Context: an optimization exercise on an open-source flow, tuned for a short achievable clock period and few clock cycles. The choices shown serve that exercise and are no tape-out recipe.
In this exercise RTL edits were held to simulation tests only and were not proved equivalent to the original.
Power and IR drop assume default switching activity.

==> design/flow/design.v <==
module jnr10_core (
    input  wire        clk,
    input  wire        rst,           
    output wire        mem_req,
    output wire        mem_we,
    output wire [15:0] mem_addr,
    output wire [7:0]  mem_wdata,
    input  wire        mem_ready,
    input  wire [7:0]  mem_rdata,
    output wire        halted,
    output wire        faulted,
    output wire [1:0]  fault_kind,    
    output wire [15:0] fault_info,
    input  wire [3:0]  dbg_sel,       
    output reg  [15:0] dbg_data
);
    localparam OP_NOP   = 5'h00, OP_HALT = 5'h01, OP_MOV  = 5'h02, OP_LOAD = 5'h03,
               OP_STORE = 5'h04, OP_ADD  = 5'h05, OP_SUB  = 5'h06, OP_AND  = 5'h07,
               OP_OR    = 5'h08, OP_XOR  = 5'h09, OP_CMP  = 5'h0A, OP_SHL  = 5'h0B,
               OP_SHR   = 5'h0C, OP_JMP  = 5'h0D, OP_JZ   = 5'h0E, OP_JNZ  = 5'h0F,
               OP_JC    = 5'h10, OP_JNC  = 5'h11, OP_JN   = 5'h12, OP_CALL = 5'h13,
               OP_RET   = 5'h14, OP_PUSH = 5'h15, OP_POP  = 5'h16, OP_IN   = 5'h17,
               OP_OUT   = 5'h18;
    localparam FK_ADDR = 2'd1, FK_INV = 2'd2, FK_STACK = 2'd3;
    localparam F0 = 0,    
               F1 = 1,    
               X0 = 2,    
               X1 = 3,    
               P0 = 4,    
               P1 = 5,    
               R0 = 6,    
               R1 = 7,    
               W0 = 8,    
               W1 = 9,    
               EA = 10,   
               NS = 11;
    reg [15:0] regs [0:7];
    reg [15:0] sp;
    reg [15:0] pc;
    reg [3:0]  flags;            
    reg [NS-1:0] st;
    reg        run;              
    reg        hlt, flt;
    reg [1:0]  fkind;
    reg [15:0] finfo;
    reg [15:0] fa;               
    reg        we;
    reg [7:0]  wdata;
    reg [7:0]  wd_hi;            
    reg        chk_ea;           
    reg        chk_io;           
    reg [7:0]  ir_lo;
    reg [7:0]  ir_hi;
    reg [7:0]  wlo;              
    reg [7:0]  whi;              
    reg [7:0]  dlo;              
    reg [15:0] npc;
    reg [15:0] tgt;              
    reg [7:0]  tlo;              
    reg        tc;               
    reg        ex_v;
    reg [4:0]  ex_op;
    reg [2:0]  ex_rd;
    reg [15:0] ex_a, ex_b;
    localparam CB = 5;
    localparam CN = 1 << CB;
    localparam TW = 16 - CB;                  
    reg [15:0] e_word [0:CN-1];
    reg [15:0] e_w    [0:CN-1];
    reg [TW-1:0] e_tag [0:CN-1];
    reg [12:0] e_cls  [0:CN-1];               
    reg [CN-1:0] e_val;
    reg [CN-1:0] e_oh;                        
    reg [15:0] fa_t;                          
    reg [15:0] fa_t2;
    function [CN-1:0] onehot(input [CB-1:0] x);
        integer k;
        begin
            for (k = 0; k < CN; k = k + 1)
                onehot[k] = (x == k);
        end
    endfunction
    wire fa_ffff = &fa;
    wire fa_io   = (fa[15:8] == 8'hF0);
    wire bad     = ((st[F0] | chk_ea) & fa_ffff) | (chk_io & ~fa_io);
    assign mem_req   = run & ~bad & ~st[EA];
    assign mem_we    = we;
    assign mem_addr  = fa;
    assign mem_wdata = wdata;
    wire   acc       = mem_ready;    
    assign halted     = hlt;
    assign faulted    = flt;
    assign fault_kind = fkind;
    assign fault_info = finfo;
    always @(*) begin
        if (dbg_sel[3]) begin
            case (dbg_sel[1:0])
                2'd0:    dbg_data = sp;
                2'd1:    dbg_data = pc;
                default: dbg_data = {12'h000, flags};
            endcase
        end else
            dbg_data = regs[dbg_sel[2:0]];
    end
    function [7:0] dclass(input [7:0] hb);
        reg [4:0] o;
        reg [2:0] m;
        reg aluop, two;
        begin
            o = hb[7:3];
            m = hb[2:0];
            aluop = (o == OP_MOV) || (o >= OP_ADD && o <= OP_SHR);
            two   = (aluop && m == 3'd1) ||
                    (((o == OP_LOAD) || (o == OP_STORE)) && (m >= 3'd2) && (m <= 3'd4)) ||
                    ((o >= OP_JMP) && (o <= OP_CALL) && (m == 3'd5)) ||
                    (((o == OP_IN) || (o == OP_OUT)) && (m >= 3'd2) && (m <= 3'd3));
            dclass[6] = two;
            dclass[5] = (o == OP_NOP)  && (m == 3'd0);
            dclass[4] = (o == OP_HALT) && (m == 3'd0);
            dclass[3] = aluop && (m == 3'd0);
            dclass[2] = aluop && (m == 3'd1);
            dclass[1] = (o == OP_PUSH) && (m == 3'd0);
            dclass[0] = ((o == OP_POP) || (o == OP_RET)) && (m == 3'd0);
            dclass[7] = two | (|dclass[5:0]);
        end
    endfunction
    function fcond(input [4:0] o, input [3:0] fl);
        case (o)
            OP_JZ:   fcond = fl[0];
            OP_JNZ:  fcond = !fl[0];
            OP_JC:   fcond = fl[2];
            OP_JNC:  fcond = !fl[2];
            OP_JN:   fcond = fl[1];
            default: fcond = 1'b1;
        endcase
    endfunction
    function [16:0] ks_add(input [15:0] a, input [15:0] b, input cin);
        reg [15:0] p, g, pp, gg;
        reg [16:0] c;
        integer k, d;
        begin
            p  = a ^ b;
            g  = a & b;
            gg = g;
            pp = p;
            gg[0] = g[0] | (p[0] & cin);
            for (d = 1; d < 16; d = d * 2)
                for (k = 15; k >= d; k = k - 1) begin
                    gg[k] = gg[k] | (pp[k] & gg[k-d]);
                    pp[k] = pp[k] & pp[k-d];
                end
            c = {gg, cin};
            ks_add = {c[16], p ^ c[15:0]};
        end
    endfunction
    reg  [15:0] alu_r;
    reg         alu_c, alu_v;
    reg  [16:0] sum;
    reg  [16:0] shl_t, shr_t;
    always @(*) begin
        alu_r = 16'h0000;
        alu_c = 1'b0;
        alu_v = 1'b0;
        sum   = 17'd0;
        shl_t = 17'd0;
        shr_t = 17'd0;
        case (ex_op)
            OP_ADD: begin
                sum   = ks_add(ex_a, ex_b, 1'b0);
                alu_r = sum[15:0];
                alu_c = sum[16];
                alu_v = (ex_a[15] == ex_b[15]) && (alu_r[15] != ex_a[15]);
            end
            OP_SUB, OP_CMP: begin
                sum   = ks_add(ex_a, ~ex_b, 1'b1);
                alu_r = sum[15:0];
                alu_c = !sum[16];
                alu_v = (ex_a[15] != ex_b[15]) && (alu_r[15] != ex_a[15]);
            end
            OP_AND: alu_r = ex_a & ex_b;
            OP_OR:  alu_r = ex_a | ex_b;
            OP_XOR: alu_r = ex_a ^ ex_b;
            OP_SHL: begin
                if (ex_b <= 16'd16)
                    shl_t = {1'b0, ex_a} << ex_b[4:0];
                alu_r = shl_t[15:0];
                alu_c = shl_t[16];
            end
            OP_SHR: begin
                if (ex_b <= 16'd16)
                    shr_t = {ex_a, 1'b0} >> ex_b[4:0];
                alu_r = shr_t[16:1];
                alu_c = shr_t[0];
            end
            default: alu_r = ex_b;      
        endcase
    end
    wire ex_wr = ex_v && (ex_op != OP_CMP);
    wire ex_fl = ex_v && (ex_op != OP_MOV);
    wire [3:0] alu_fl = {alu_v, alu_c, alu_r[15], alu_r == 16'h0000};
    wire [3:0] fl_now = ex_fl ? alu_fl : flags;
    wire        ex_sub   = (ex_op == OP_SUB) || (ex_op == OP_CMP);
    wire        ex_add   = (ex_op == OP_ADD) || ex_sub;
    wire        ex_shift = (ex_op == OP_SHL) || (ex_op == OP_SHR);
    wire [15:0] zb       = ex_sub ? ~ex_b : ex_b;
    wire [15:0] zp       = ex_a ^ zb;
    wire [15:0] zt       = {ex_a[14:0] | zb[14:0], ex_sub};
    wire        z_add    = &(zp ~^ zt);
    wire [15:0] lg_r     = (ex_op == OP_AND) ? (ex_a & ex_b) :
                           (ex_op == OP_OR)  ? (ex_a | ex_b) : (ex_a ^ ex_b);
    wire        z_fast   = ex_add ? z_add : ex_shift ? (alu_r == 16'h0000) : (lg_r == 16'h0000);
    wire [3:0]  fl_fast  = ex_fl ? {1'b0, 1'b0, lg_r[15], z_fast} : flags;
    wire        ex_cn    = ex_fl && (ex_add || ex_shift);    
    wire [2:0]  f_rd = ir_lo[7:5];
    wire [2:0]  f_rs = ir_lo[4:2];
    wire [15:0] rdv  = regs[f_rd];
    wire [15:0] rsv  = regs[f_rs];
    wire [2:0]  q_rd = cword[7:5];
    wire [2:0]  q_rs = cword[4:2];
    wire [15:0] q_rdv = (ex_wr && ex_rd == q_rd) ? alu_r : regs[q_rd];
    wire [15:0] q_rsv = (ex_wr && ex_rd == q_rs) ? alu_r : regs[q_rs];
    wire [15:0] fa_p1 = fa + 16'd1;
    wire [15:0] fa_p2 = fa + 16'd2;
    wire [15:0] fa_p3 = fa + 16'd3;
    wire [15:0] fa_p4 = fa + 16'd4;
    wire [15:0] sp_m2 = sp - 16'd2;
    wire [15:0] sp_p2 = sp + 16'd2;
    wire        sp_lo_bad = (sp < 16'h1002);
    wire        sp_hi_bad = (sp > 16'h7FFD);
    wire [7:0] dc = dclass(mem_rdata);
    wire [4:0] dop = mem_rdata[7:3];
    wire d_legal = dc[7], d_two = dc[6], d_halt = dc[4], d_alu0 = dc[3];
    wire d_push = dc[1], d_pop = dc[0];
    wire [4:0] op   = ir_hi[7:3];
    wire [2:0] mode = ir_hi[2:0];
    wire is_load  = (op == OP_LOAD);
    wire is_store = (op == OP_STORE);
    wire is_in    = (op == OP_IN);
    wire is_out   = (op == OP_OUT);
    wire is_call  = (op == OP_CALL);
    wire is_ret   = (op == OP_RET);
    wire is_pop   = (op == OP_POP);
    wire is_push  = (op == OP_PUSH);
    wire is_jmp   = (mode == 3'd5) && !is_call;
    wire is_alu1  = (mode == 3'd1);
    wire cond     = fcond(op, flags);
    wire [15:0] base   = (mode == 3'd5) ? npc : rsv;
    wire [8:0]  sum_lo = {1'b0, base[7:0]} + {1'b0, mem_rdata};
    wire [7:0]  sum_hi = base[15:8] + mem_rdata + {7'd0, tc};
    wire [15:0] target = {sum_hi, tlo};
    wire [15:0] wfull  = {mem_rdata, wlo};
    wire [15:0] pfull  = {mem_rdata, dlo};
    wire [15:0] pfull_ir = {mem_rdata, ir_lo};
    wire [CB-1:0] e_i = fa[CB:1];
    reg [15:0]   cword, cw;
    reg [12:0]   ccls;
    reg          cval;
    integer r;
    always @(*) begin
        cword = 16'd0;
        cw    = 16'd0;
        ccls  = 13'd0;
        cval  = 1'b0;
        for (r = 0; r < CN; r = r + 1) begin
            cword = cword | ({16{e_oh[r]}} & e_word[r]);
            cw    = cw    | ({16{e_oh[r]}} & e_w[r]);
            ccls  = ccls  | ({13{e_oh[r]}} & e_cls[r]);
            cval  = cval  | (e_oh[r] & e_val[r] & (e_tag[r] == {fa[15:CB+1], fa[0]}));
        end
    end
    wire        c_hit = cval;
    wire [7:0] c1 = cword[15:8];
    wire [4:0] c_op = c1[7:3];
    wire k_mem = ccls[12], k_m2w = ccls[11], k_m2r = ccls[10];
    wire k_two = ccls[9], k_jmp = ccls[8], k_call = ccls[7], k_m3 = ccls[6], k_m4 = ccls[5];
    wire k_nop = ccls[4], k_alu0 = ccls[3], k_alu1 = ccls[2], k_push = ccls[1], k_pop = ccls[0];
    wire k_m2  = k_m2w | k_m2r;
    wire c_two  = k_two;
    wire        f_cond  = fcond(c_op, fl_fast);
    wire        c_cn    = (c_op == OP_JC) || (c_op == OP_JNC) || (c_op == OP_JN);
    wire        f_wait  = k_jmp && c_cn && ex_cn;
    wire fast   = c_hit && !f_wait;
    wire [15:0] fa_fast = ({16{k_nop | k_alu0}}                  & fa_p2) |
                          ({16{k_alu1 | (k_jmp & !f_cond)}}      & fa_p4) |
                          ({16{k_push | k_call}}                 & sp_m2) |
                          ({16{k_pop}}                           & sp)    |
                          ({16{k_m3 | k_m2 | (k_jmp & f_cond)}}  & cw)    |
                          ({16{k_m4}}                            & fa);
    reg [NS-1:0] st_fast;
    always @(*) begin
        st_fast     = {NS{1'b0}};
        st_fast[F0] = k_nop | k_alu0 | k_alu1 | k_jmp;
        st_fast[W0] = k_push | k_call | k_m2w;
        st_fast[R0] = k_pop | k_m2r;
        st_fast[P0] = k_m3;
        st_fast[EA] = k_m4;
    end
    wire f_fault = ((k_push | k_call) & sp_lo_bad) | (k_pop & sp_hi_bad);
    wire [CN-1:0] oh_p2 = {e_oh[CN-2:0], e_oh[CN-1]};         
    wire [CN-1:0] oh_p4 = {e_oh[CN-3:0], e_oh[CN-1:CN-2]};    
    wire [CN-1:0] oh_fast = ({CN{k_nop | k_alu0}}                 & oh_p2) |
                            ({CN{k_alu1 | (k_jmp & !f_cond)}}     & oh_p4) |
                            ({CN{k_push | k_call}}                & onehot(sp_m2[CB:1])) |
                            ({CN{k_pop}}                          & onehot(sp[CB:1])) |
                            ({CN{k_m3 | k_m2 | (k_jmp & f_cond)}} & onehot(cw[CB:1])) |
                            ({CN{k_m4}}                           & e_oh);
    wire f0_fast = run && !bad && !rst && acc && st[F0] && fast;
    reg        ld_wr;
    reg [15:0] ld_val;
    always @(*) begin
        ld_wr  = 1'b0;
        ld_val = pfull;
        if (run && !bad && acc) begin
            if (st[R0] && is_in) begin
                ld_wr  = 1'b1;
                ld_val = {8'h00, mem_rdata};
            end
            if (st[R1] && !is_ret)
                ld_wr = 1'b1;
        end
    end
    integer i;
    always @(posedge clk) begin
        for (i = 0; i < 8; i = i + 1) begin
            if (rst)
                regs[i] <= 16'h0000;
            else if (ex_wr && ex_rd == i)
                regs[i] <= alu_r;
            else if (ld_wr && f_rd == i)
                regs[i] <= ld_val;
        end
        if (rst)
            flags <= 4'h0;
        else if (ex_fl)
            flags <= alu_fl;
    end
    wire pc_nio   = (pc[15:8] != 8'hF0) && (pc[15:8] != 8'hEF);
    wire e_fill   = run && !bad && acc && pc_nio &&
                    ((st[F1] && d_legal && !d_two && !d_halt) || st[X1]);
    wire [CB-1:0] f_i = pc[CB:1];
    wire [7:0]  f_hb  = st[F1] ? mem_rdata : ir_hi;
    wire [7:0]  f_dc  = dclass(f_hb);
    wire        f_two = f_dc[6];
    wire        f_m2  = f_two && (f_hb[2:0] == 3'd2);
    wire        f_wr  = (f_hb[7:3] == OP_STORE) || (f_hb[7:3] == OP_OUT);
    wire [12:0] f_cls = {(f_hb[7:3] == OP_LOAD) || (f_hb[7:3] == OP_STORE),
                         f_m2 && f_wr, f_m2 && !f_wr,
                         f_dc[6],
                         (f_hb[2:0] == 3'd5) && (f_hb[7:3] != OP_CALL),
                         (f_hb[2:0] == 3'd5) && (f_hb[7:3] == OP_CALL),
                         f_dc[6] && (f_hb[2:0] == 3'd3),
                         f_dc[6] && (f_hb[2:0] == 3'd4),
                         f_dc[5], f_dc[3], f_dc[2], f_dc[1], f_dc[0]};
    wire e_inv    = run && !bad && acc && we;
    wire [15:0] fa_m1 = fa - 16'd1, fa_m2 = fa - 16'd2, fa_m3 = fa - 16'd3;
    integer j;
    always @(posedge clk) begin
        for (j = 0; j < CN; j = j + 1) begin
            if (rst)
                e_val[j] <= 1'b0;
            else if (e_inv && (j == fa[CB:1] || j == fa_m1[CB:1] || j == fa_m2[CB:1] || j == fa_m3[CB:1]))
                e_val[j] <= 1'b0;
            else if (e_fill && j == f_i)
                e_val[j] <= 1'b1;
        end
        if (e_fill) begin
            e_tag[f_i]  <= {pc[15:CB+1], pc[0]};
            e_cls[f_i]  <= f_cls;
            e_word[f_i] <= st[F1] ? pfull_ir : {ir_hi, ir_lo};
            e_w[f_i]    <= (mode == 3'd5) ? target : wfull;
        end
    end
    task t_fault(input [1:0] k, input [15:0] inf);
        begin
            run   <= 1'b0;
            flt   <= 1'b1;
            fkind <= k;
            finfo <= inf;
        end
    endtask
    task t_data(input [4:0] o, input [15:0] ea);
        begin
            fa_t    = ea;
            chk_ea <= (o == OP_LOAD) || (o == OP_STORE);
            chk_io <= (o == OP_IN) || (o == OP_OUT);
            we     <= (o == OP_STORE) || (o == OP_OUT);
            if ((o == OP_STORE) || (o == OP_OUT)) st[W0] <= 1'b1;
            else                                  st[R0] <= 1'b1;
        end
    endtask
    always @(posedge clk) begin
        fa_t  = fa;
        fa_t2 = fa;              
        if (rst) begin
            sp     <= 16'h7FFF;
            pc     <= 16'h8000;
            st     <= {{(NS-1){1'b0}}, 1'b1};
            run    <= 1'b1;
            hlt    <= 1'b0;
            flt    <= 1'b0;
            fkind  <= 2'd0;
            finfo  <= 16'h0000;
            begin fa_t      = 16'h8000; fa_t2 = 16'h8000; end
            we     <= 1'b0;
            wdata  <= 8'h00;
            wd_hi  <= 8'h00;
            chk_ea <= 1'b0;
            chk_io <= 1'b0;
            ir_lo  <= 8'h00;
            ir_hi  <= 8'h00;
            wlo    <= 8'h00;
            whi    <= 8'h00;
            dlo    <= 8'h00;
            npc    <= 16'h0000;
            tgt    <= 16'h0000;
            tlo    <= 8'h00;
            tc     <= 1'b0;
            ex_v   <= 1'b0;
            ex_op  <= 5'd0;
            ex_rd  <= 3'd0;
            ex_a   <= 16'h0000;
            ex_b   <= 16'h0000;
        end else begin
            ex_v <= 1'b0;
            if (run && bad) begin
                t_fault(FK_ADDR, fa);
                if (st[F0])
                    pc <= fa;
            end else if (run && st[EA]) begin
                st <= {NS{1'b0}};
                t_data(op, rsv + {whi, wlo});
            end else if (run && acc) begin
                st     <= {NS{1'b0}};
                chk_ea <= 1'b0;
                chk_io <= 1'b0;
                case (1'b1)
                    st[F0]: begin
                        pc    <= fa;
                        ir_lo <= mem_rdata;      
                        ir_hi <= c1;
                        wlo   <= cw[7:0];
                        whi   <= cw[15:8];
                        ex_op <= c_op;
                        ex_rd <= q_rd;
                        ex_a  <= q_rdv;
                        ex_b  <= c_two ? cw : q_rsv;
                        npc   <= c_two ? fa_p4 : fa_p2;
                        tgt   <= cw;
                        fkind <= FK_STACK;       
                        finfo <= sp;
                        if (k_call) begin
                            wdata <= fa_p4[7:0];
                            wd_hi <= fa_p4[15:8];
                        end else begin
                            wdata <= q_rdv[7:0];
                            wd_hi <= q_rdv[15:8];
                        end
                        if (fast) begin
                            st     <= st_fast;
                            we     <= k_push | k_call | k_m2w;
                            chk_ea <= k_m3 | (k_m2 & k_mem);
                            chk_io <= k_m2 & !k_mem;
                            ex_v   <= k_alu0 | k_alu1;
                            if (f_fault) begin
                                run <= 1'b0;
                                flt <= 1'b1;
                            end
                        end else if (c_hit) begin
                            st[F0] <= 1'b1;      
                        end else begin
                            begin fa_t     = fa_p1; fa_t2 = fa_p1; end
                            st[F1] <= 1'b1;
                        end
                    end
                    st[F1]: begin
                        ir_hi <= mem_rdata;
                        ex_op <= dop;
                        ex_rd <= f_rd;
                        ex_a  <= rdv;
                        ex_b  <= rsv;
                        npc   <= fa_p1;
                        if (!d_legal)
                            t_fault(FK_INV, pfull_ir);
                        else if (d_halt) begin
                            run <= 1'b0;
                            hlt <= 1'b1;
                            pc  <= fa_p1;
                        end else if (d_push) begin
                            if (sp_lo_bad)
                                t_fault(FK_STACK, sp);
                            else begin
                                begin fa_t     = sp_m2; fa_t2 = sp_m2; end
                                we    <= 1'b1;
                                wdata <= rdv[7:0];
                                wd_hi <= rdv[15:8];
                                st[W0] <= 1'b1;
                            end
                        end else if (d_pop) begin
                            if (sp_hi_bad)
                                t_fault(FK_STACK, sp);
                            else begin
                                begin fa_t     = sp; fa_t2 = sp; end
                                st[R0] <= 1'b1;
                            end
                        end else if (d_two) begin
                            if (fa == 16'hFFFE)
                                t_fault(FK_ADDR, 16'hFFFF);
                            else begin
                                begin fa_t     = fa_p1; fa_t2 = fa_p1; end
                                npc   <= fa_p3;
                                st[X0] <= 1'b1;
                            end
                        end else begin           
                            ex_v  <= d_alu0;
                            begin fa_t     = fa_p1; fa_t2 = fa_p1; end
                            st[F0] <= 1'b1;
                        end
                    end
                    st[X0]: begin
                        wlo   <= mem_rdata;
                        tlo   <= sum_lo[7:0];
                        tc    <= sum_lo[8];
                        begin fa_t     = fa_p1; fa_t2 = fa_p1; end
                        st[X1] <= 1'b1;
                    end
                    st[X1]: begin
                        ex_op <= op;
                        ex_rd <= f_rd;
                        ex_a  <= rdv;
                        ex_b  <= wfull;
                        wdata <= rdv[7:0];
                        wd_hi <= rdv[15:8];
                        tgt   <= target;
                        if (is_alu1) begin
                            ex_v  <= 1'b1;
                            begin fa_t     = fa_p1; fa_t2 = fa_p1; end
                            st[F0] <= 1'b1;
                        end else if (is_jmp) begin
                            begin fa_t     = cond ? target : fa_p1; fa_t2 = cond ? target : fa_p1; end
                            st[F0] <= 1'b1;
                        end else if (is_call) begin
                            if (sp_lo_bad)
                                t_fault(FK_STACK, sp);
                            else begin
                                begin fa_t     = sp_m2; fa_t2 = sp_m2; end
                                we    <= 1'b1;
                                wdata <= npc[7:0];
                                wd_hi <= npc[15:8];
                                st[W0] <= 1'b1;
                            end
                        end else if (mode == 3'd3) begin
                            begin fa_t      = wfull; fa_t2 = wfull; end
                            chk_ea <= 1'b1;
                            st[P0] <= 1'b1;
                        end else
                            t_data(op, (mode == 3'd4) ? target : wfull);
                    end
                    st[P0]: begin
                        dlo   <= mem_rdata;
                        begin fa_t     = fa_p1; fa_t2 = fa_p1; end
                        st[P1] <= 1'b1;
                    end
                    st[P1]:
                        t_data(op, pfull);
                    st[R0]: begin
                        dlo <= mem_rdata;
                        if (is_in) begin
                            begin fa_t     = npc; fa_t2 = npc; end
                            st[F0] <= 1'b1;
                        end else begin
                            begin fa_t     = fa_p1; fa_t2 = fa_p1; end
                            st[R1] <= 1'b1;
                        end
                    end
                    st[R1]: begin
                        if (is_ret) begin fa_t  = pfull; fa_t2 = pfull; end
                        else        begin fa_t  = npc; fa_t2 = npc; end
                        if (is_ret | is_pop) sp <= sp_p2;
                        st[F0] <= 1'b1;
                    end
                    st[W0]: begin
                        if (is_out) begin
                            we    <= 1'b0;
                            begin fa_t     = npc; fa_t2 = npc; end
                            st[F0] <= 1'b1;
                        end else begin
                            begin fa_t     = fa_p1; fa_t2 = fa_p1; end
                            wdata <= wd_hi;
                            st[W1] <= 1'b1;
                        end
                    end
                    st[W1]: begin
                        we <= 1'b0;
                        if (is_call)      begin fa_t  = tgt; fa_t2 = tgt; end
                        else              begin fa_t  = npc; fa_t2 = npc; end
                        if (is_call | is_push) sp <= sp_m2;
                        st[F0] <= 1'b1;
                    end
                    default: ;
                endcase
            end
        end
        if (f0_fast) begin
            fa   <= fa_fast;
            e_oh <= oh_fast;
        end else begin
            fa   <= fa_t;
            e_oh <= onehot(fa_t2[CB:1]);    
        end
    end
endmodule
==> design/flow/run.sh <==
#!/bin/bash
# synth_recipe.tcl (not shown) runs the flow's synth.tcl, then flattens the netlist and writes it again
# the make line also repeats each setting of config.mk as NAME=value (left out here)
make -C /OpenROAD-flow-scripts/flow DESIGN_CONFIG=/design/flow/config.mk WORK_HOME=/design/flow/orfs CLKGATE_MAP_FILE= SYNTH_SCRIPT=/design/flow/synth_recipe.tcl finish
==> design/flow/config.mk <==
export PLATFORM = sky130hd
export DESIGN_NAME = jnr10_core
export DESIGN_NICKNAME = jnr10_core
export VERILOG_FILES = /design/flow/design.v
export SDC_FILE = /design/flow/constraint.sdc
export NUM_CORES = 4
export LEC_CHECK = 0
export ABC_CLOCK_PERIOD_IN_PS = 3000
export CAP_MARGIN = 40
export CORE_MARGIN = 2
export CORE_UTILIZATION = 40
export PLACE_DENSITY = 0.6
export SETUP_SLACK_MARGIN = 3.3
export SLEW_MARGIN = 40
==> design/flow/constraint.sdc <==
create_clock -name core_clock -period 7.0 [get_ports {clk}]
set_input_delay 1.4000 -clock core_clock [delete_from_list [all_inputs] [get_ports {clk}]]
set_output_delay 1.4000 -clock core_clock [all_outputs]
set_load 0.01 [all_outputs]
==> results.json, run 1 <==
{
  "ir_drop_uv": 259,
  "r2r_cells": 18,
  "cts_buffer_depth": 4,
  "r2r_start": "ex_a[1]$_SDFFE_PP0P_",
  "fmax_ghz": 0.191,
  "yosysSeqAreaShare": 0.576,
  "drv_slew": 0,
  "dr.pass1.iters": 17,
  "syn_inst": 9324,
  "synthSimpleGateAreaFrac": 0.113,
  "first_iter_violations": 19200,
  "yosysTopAreaCell": "edfxtp_1",
  "switchingPower_mw": 16.2,
  "critical_path.startpoint": "ex_a[1]$_SDFFE_PP0P_",
  "path_buf_inv": 4,
  "hold_viol_final": 0,
  "required_ps": 7630,
  "clock_skew_ps": 154,
  "end_kind": "flip-flop",
  "grt_pass1_vias": 90500,
  "min_to": "tgt[1]$_SDFFE_PP0P_",
  "gp_congestion": 1.03,
  "port_buffers": 76,
  "gr-total-overflow": 0,
  "critPathLaunchType": "flip-flop",
  "crit_chain": "clkinvlp_4 -> buf_4 -> ha_4 -> o21bai_4 -> a21oi_1 -> a221o_1 -> a211oi_4 -> o21ai_2 -> o31a_1 -> or3b_4 -> nor4_4 -> buf_4 -> mux2_4 -> or3_4 -> a21oi_4 -> buf_6 -> nor2_4 -> a221o_1",
  "layout_commonest_cell": "edfxtp_1",
  "dp_hpwl_um": 348000,
  "tightestPinTransition_ps": 1060,
  "power_frac_clock": 0.301,
  "finalNetCount": 10600,
  "ys_types": 99,
  "ios": 77,
  "via_per_inst": 7.13,
  "synth_top_area_frac": 0.499,
  "sw_frac_of_total": 0.384,
  "fin_crit_ps": 5240,
  "setup-violations-final": 0,
  "p_leak_nw": 49.3,
  "max_stage_delay_ps": 410,
  "worstSetupPathType": "reg2reg",
  "ys_warn_count": 2,
  "hold_path.class": "reg2reg",
  "die_h_um": 516,
  "grt_pass1_wl_um": 800000,
  "layout-drive-gt1-share": 0.270,
  "cap_violations": 0,
  "drt-wirelength-per-cell_um": 44.0,
  "synth_top_family_by_area": "compound AO/OA/AOI/OAI gates",
  "min_period_over_period": 0.749,
  "initial_utilization": 0.403,
  "path_clk_slew_ps": 60,
  "rsz0062_at_grt": "yes",
  "synth_adder_area_share": 0.0150,
  "setup_tns_ps": 0,
  "most-common-layout-cells": "edfxtp_1 (1,744), nor2_1 (771), nand2_1 (707)",
  "async_reset_ff_frac": 0,
  "numCtsBuffers": 234,
  "synth_area_per_cell_um2": 11.2,
  "p_seq_frac": 0.351,
  "die-width_um": 516,
  "slew_headroom": 0.295,
  "die_area_um2": 266000,
  "via_count": 101000,
  "placement_rows": 187,
  "clock-sinks": 2144,
  "cts_hold_buf": 0,
  "p_per_area_nw_per_um2": 297,
  "hp-start": "tgt[1]$_SDFFE_PP0P_",
  "antenna_found_initial": 58,
  "synth_mux_area_frac": 0.0371,
  "coreArea_um2": 260000,
  "ys_seq_elements": 2144,
  "holdPathStages": 2,
  "grt_max_degree": 136,
  "slowest_stage": "nor4_4",
  "grt.total_usage": 0.440,
  "synth_nets": 9461,
  "synth-main-ff-cell": "edfxtp_1",
  "internal_power_mw": 26.0,
  "synth-xor-area-share": 0.0431,
  "power_frac_comb": 0.348,
  "synth_edf_count": 1744,
  "cts_tree": "yes",
  "ant_nets": 0,
  "cts_root_buf": "clkbuf_16",
  "h-tree-depth": 4,
  "synthTopCellsByArea": "edfxtp_1 (50%), dfxtp_1 (7.6%), a22oi_1 (4.3%), nor2_1 (3.1%), a21oi_1 (2.9%)",
  "total_power_mw": 42.3,
  "insertion_delay_ps": 1010,
  "synth_area_um2": 105000,
  "timing.rr.end": "fa[11]$_DFFE_PP_",
  "cp.arrival_ps": 5870,
  "drc": 0,
  "ff2ff_setup_slack_ps": 1760,
  "synthToLayoutAreaGrowth_pct": 35.6,
  "crit_path_max_fanout": 5,
  "synth_compound_area_frac": 0.184,
  "status": "complete, no violations",
  "path_delay_family": "compound AO/OA/AOI/OAI gates",
  "wl_um": 623000
}
repair_timing:
action	in CTS	in global routing
pin swaps	156	221
endpoints found under the setup margin	2623	2220
gates cloned	210	29
gates resized for setup	1283	582
setup buffers	476	238
metrics by stage:
step,cell area [µm²],setup WS [ps],utilization,hold slack [ps],instances
after detailed placement,113000,411,0.436,446,12700
final,142000,1760,0.547,457,14200
after global routing,142000,1690,0.546,477,14100
after floorplan,105000,2360,-,427,9324
after CTS,137000,1790,0.525,453,13800
after global placement,113000,269,0.434,437,12700
final cells by class:
| type | instances | area [µm²] |
|---|---|---|
| antenna | 49 | 123 |
| clock buffer | 279 | 6140 |
| clock inverter | 149 | 1430 |
| fill | 21100 | 118000 |
| inverter | 131 | 523 |
| multi-input combinational | 6319 | 46100 |
| sequential | 2144 | 60600 |
| tap | 3496 | 4370 |
| timing repair buffer | 1596 | 23000 |
how the worst max path moves through the flow:
stage          slack (ps)  cells past startpoint                     end
3_3_place_gp          270                     15        e_oh[12]$_DFF_P_
6_report             1760                     18        fa[11]$_DFFE_PP_
3_5_place_dp          410                     15        e_oh[12]$_DFF_P_
4_1_cts              1790                     19        fa[10]$_DFFE_PP_
2_1_floorplan        2360                     11  e_cls[0][10]$_DFFE_PP_
5_1_grt              1690                     18        fa[10]$_DFFE_PP_
routing by layer:
layer | track usage | vias up | part of all wire
met2 | 0.610 | 10300 | 0.40
met4 | 0.327 | 71 | 0.10
li1 | - | 38300 | -
met1 | 0.544 | 49400 | 0.34
met5 | 0.0171 | - | 0.0021
met3 | 0.181 | 2932 | 0.16
worst reg2reg max path, delay by kind of cell, from the launching register on:
family | cells | cell delay, ps
AO/OA/AOI/OAI | 8 | 1960
adder cells (fa/ha/maj) | 1 | 250
buffers and inverters | 4 | 750
flip-flops | 1 | 370
multiplexers | 1 | 340
AND/OR/NAND/NOR | 4 | 1300
power groups by stage:
stage	registers [mW]	logic [mW]	clock network [mW]
floorplan	14.8	5.90	0
global placement	15.2	11.1	0
detailed placement	15.1	11.1	0
CTS	14.8	12.7	12.5
global route	14.8	14.7	13.1
finish	14.8	14.7	12.7
cell families (layout without fill, tap and decap cells):
kind of cell / after synthesis / count (layout)
fa+ha+maj: 122 / 122
xor+xnor: 516 / 516
simple gates: 2570 / 2581
flops: 2144 / 2144
other cells: 0 / 49
compound gates: 2788 / 2790
mux: 309 / 310
buf+inv: 875 / 2155
synth_stat cells, types with 70 or more instances:
cell type  number
buf_2          70
buf_1         118
mux2i_1       173
xor2_1        319
nor4_1        113
nor2b_1        79
a221oi_1      170
nor3_1        125
o21ai_0       399
nand4_1       169
ha_1          116
a22oi_1       605
o211ai_1      101
clkbuf_1      543
xnor2_1       197
nand2_1       755
a22o_1        105
mux2_2         79
a211oi_1      208
inv_1         122
nor2_1        863
edfxtp_1     1744
nand3_1       194
dfxtp_1       400
a21oi_1       601
flip-flops by register name, indices dropped and copies added, names as in the netlist, 32 cells and up:
register / flops
e_cls: 416
e_word: 448
e_val: 32
e_tag: 352
e_oh: 32
regs: 128
e_w: 512
Testbench counts, summed over its fixed seeds: cycles 185,011.
==> run 2, diff against run 1 <==
--- a/design/flow/config.mk
+++ b/design/flow/config.mk
@@ -11,4 +11,4 @@
 export CORE_UTILIZATION = 40
 export PLACE_DENSITY = 0.6
-export SETUP_SLACK_MARGIN = 3.3
+export SETUP_SLACK_MARGIN = 2.8
 export SLEW_MARGIN = 40
==> run 2 against run 1 <==
  * Clock-buffer cell count down 2
  * Synthesized area did not move
  * Sequential power barely moved
  * Register-to-register slack gained 210 ps
  * Highest routed layer unchanged
==> results.json, run 2 <==
{
  "drc": 0,
  "insertion_delay_ps": 960,
  "die_area_um2": 266000,
  "synth_top_family_by_area": "compound AO/OA/AOI/OAI gates",
  "status": "complete, no violations",
  "rsz0062_at_grt": "yes",
  "max_stage_delay_ps": 430,
  "hold_viol_final": 0,
  "p_seq_frac": 0.368,
  "grt.total_usage": 0.391,
  "synth-main-ff-cell": "edfxtp_1",
  "switchingPower_mw": 15.1,
  "most-common-layout-cells": "edfxtp_1 (1,744), nor2_1 (790), nand2_1 (720)",
  "die-width_um": 516,
  "placement_rows": 187,
  "drv_slew": 0,
  "first_iter_violations": 16500,
  "clock_skew_ps": 121,
  "dp_hpwl_um": 345000,
  "initial_utilization": 0.403,
  "setup-violations-final": 0,
  "die_h_um": 516,
  "synth_top_area_frac": 0.499,
  "path_buf_inv": 3,
  "synth_mux_area_frac": 0.0371,
  "power_frac_clock": 0.309,
  "dr.pass1.iters": 11,
  "ir_drop_uv": 230,
  "antenna_found_initial": 39,
  "cap_violations": 0,
  "syn_inst": 9324,
  "gp_congestion": 1.03,
  "synth_area_per_cell_um2": 11.2,
  "clock-sinks": 2144,
  "end_kind": "flip-flop",
  "setup_tns_ps": 0,
  "numCtsBuffers": 233,
  "ys_warn_count": 2,
  "ant_nets": 0,
  "ios": 77,
  "synth_edf_count": 1744,
  "ys_seq_elements": 2144,
  "grt_pass1_wl_um": 722000,
  "reg_top3": "e_w (512), e_word (448), e_cls (416)",
  "ys_types": 99,
  "min_period_over_period": 0.718,
  "p_per_area_nw_per_um2": 318,
  "synthToLayoutAreaGrowth_pct": 21.4,
  "yosysTopAreaCell": "edfxtp_1",
  "largest_reg_flops": 512,
  "fin_crit_ps": 5030,
  "path_clk_slew_ps": 60,
  "grt_max_degree": 142,
  "h-tree-depth": 4,
  "slowest_stage": "or3b_4",
  "synth_adder_area_share": 0.0150,
  "worstSetupPathType": "reg2reg",
  "sw_frac_of_total": 0.374,
  "fmax_ghz": 0.199,
  "tightestPinTransition_ps": 1040,
  "coreArea_um2": 260000,
  "cts_buffer_depth": 4,
  "layout-drive-gt1-share": 0.201,
  "cp.arrival_ps": 5630,
  "power_frac_comb": 0.323,
  "async_reset_ff_frac": 0,
  "finalNetCount": 9864,
  "met2_usage": 0.569,
  "multiInputGateArea_um2": 44500,
  "layout_commonest_cell": "edfxtp_1",
  "top_register": "e_w",
  "crit_top_cell": "buf_4",
  "critPathLaunchType": "flip-flop",
  "path_depth": 17,
  "synth_commonest_cells": "edfxtp_1 (1,744), nor2_1 (863), nand2_1 (755)",
  "hold_path.class": "reg2reg",
  "cts_tree": "yes",
  "synth-xor-area-share": 0.0431,
  "wl_um": 541000,
  "synthTopCellsByArea": "edfxtp_1 (50%), dfxtp_1 (7.6%), a22oi_1 (4.3%), nor2_1 (3.1%), a21oi_1 (2.9%)",
  "grtUsageMet3": 0.0967,
  "port_buffers": 76,
  "drt-wirelength-per-cell_um": 40.3,
  "hold_ws_ps": 453,
  "via_per_inst": 6.84,
  "regArea_um2": 60600,
  "via_count": 91900,
  "slew_headroom": 0.304,
  "grtUsageMet1": 0.533,
  "holdPathStages": 2,
  "crit_path_max_fanout": 26,
  "gr-total-overflow": 0,
  "cts_root_buf": "clkbuf_16",
  "synth_area_um2": 105000,
  "crit_chain": "buf_4 -> ha_2 -> a21oi_1 -> o22ai_4 -> o22a_1 -> nand3b_1 -> nand4_1 -> o32ai_2 -> or3b_4 -> nor4_4 -> buf_4 -> mux2_4 -> or3_4 -> a21oi_4 -> buf_12 -> o2111ai_2 -> a221o_1",
  "top_usage_layer": "met2",
  "fillers": 23100,
  "path_delay_family": "compound AO/OA/AOI/OAI gates",
  "p_leak_nw": 42.9,
  "synth_compound_area_frac": 0.184,
  "grt_pass1_vias": 84200,
  "yosysSeqAreaShare": 0.576,
  "internal_power_mw": 25.3,
  "r2r_cells": 17,
  "synthSimpleGateAreaFrac": 0.113,
  "required_ps": 7610,
  "cts_hold_buf": 0,
  "synth_most_common_cell": "edfxtp_1",
  "synth_nets": 9461
}
[run 2: final timing paths]
kind	from	endpoint	slack, ps
min	tgt[1]$_SDFFE_PP0P_	tgt[1]$_SDFFE_PP0P_	450
max	ex_b[3]$_SDFFE_PP0P_	fa[10]$_DFFE_PP_	1970
max reg2reg	ex_b[3]$_SDFFE_PP0P_	fa[10]$_DFFE_PP_	1970
min reg2reg	tgt[1]$_SDFFE_PP0P_	tgt[1]$_SDFFE_PP0P_	450
[run 2: power groups by stage]
stage               sequential (mW)  clock, mW  combinational, mW
floorplan                      14.8          0               5.88
global route                   14.9       13.0               13.3
CTS                            14.8       12.5               12.0
detailed placement             15.2          0               11.2
finish                         14.9       12.5               13.1
global placement               15.2          0               11.1
[run 2: stage by stage]
step	setup slack (ps)	power (mW)	cells	util	area, µm²
2_1_floorplan	2070	20.7	9324	-	105000
3_3_place_gp	12.0	26.3	12700	0.434	113000
3_5_place_dp	446	26.4	12700	0.436	113000
4_1_cts	2030	39.4	13300	0.482	125000
5_1_grt	1870	41.1	13400	0.489	127000
6_report	1970	40.5	13400	0.489	127000
[run 2: cell type report]
cell class / instances / share of cell area
timing repair buffer: 908 / 0.0759
antenna: 21 / 0.000413
tap: 3496 / 0.0344
clock buffer: 277 / 0.0476
inverter: 131 / 0.00417
multi-input combinational: 6309 / 0.350
sequential: 2144 / 0.476
clock inverter: 148 / 0.0121
[run 2: kinds of logic after synthesis]
| group | count (synthesis) |
|---|---|
| xor gates and xnor gates | 516 |
| muxes | 309 |
| DFF | 2144 |
| and+or+nand+nor | 2570 |
| AOI/OAI and AO/OA | 2788 |
| adders and majority gates | 122 |
| buffers and inverters | 875 |
[run 2: metal layers]
layer / vias up / wire, µm
li1: 36700 / -
met1: 46400 / 206000
met2: 7367 / 228000
met3: 1447 / 69600
met4: 12 / 36800
met5: - / 83
[run 2: worst reg2reg max path, cell delays in order, from the launching register on]
cell	delay [ps]
dfxtp_1	330
buf_4	350
ha_2	400
a21oi_1	120
o22ai_4	230
o22a_1	210
nand3b_1	120
nand4_1	280
o32ai_2	320
or3b_4	430
nor4_4	200
buf_4	190
mux2_4	340
or3_4	410
a21oi_4	180
buf_12	150
o2111ai_2	120
a221o_1	340
[run 2: repair_timing]
item	in CTS	in global routing
buffers inserted	181	69
pin swaps	117	85
gates resized for setup	540	252
gates cloned	22	12
setup endpoints to repair	2413	640

[what the ideal ports hide]
Ports are ideal in the flow. The routed layouts listed here were re-timed in OpenROAD.
Step 1 assumes that a clkbuf_16 drives the clock port and a buf_2 every other input.
Step 2 moves the port delays by t, midway between the first and last clock arrival at a register: inputs arrive t later, outputs are due t later. That takes back most of the time a late clock gives input paths.
Three values: ideal ports, drivers, drivers and shift; two values: the first two.
run	t (ns)	setup slack, ns	hold WS [ns]
run 1	1.026	1.760 / 1.760 / 1.510	0.457 / 0.457 / 0.457
run 2	0.983	1.973 / 1.973 / 1.298	0.453 / 0.453 / 0.453
After both steps every run listed still meets setup and hold. For run 2, which loses most, drivers alone change the setup slack by 0.000 ns; drivers and shift together by -0.675 ns.
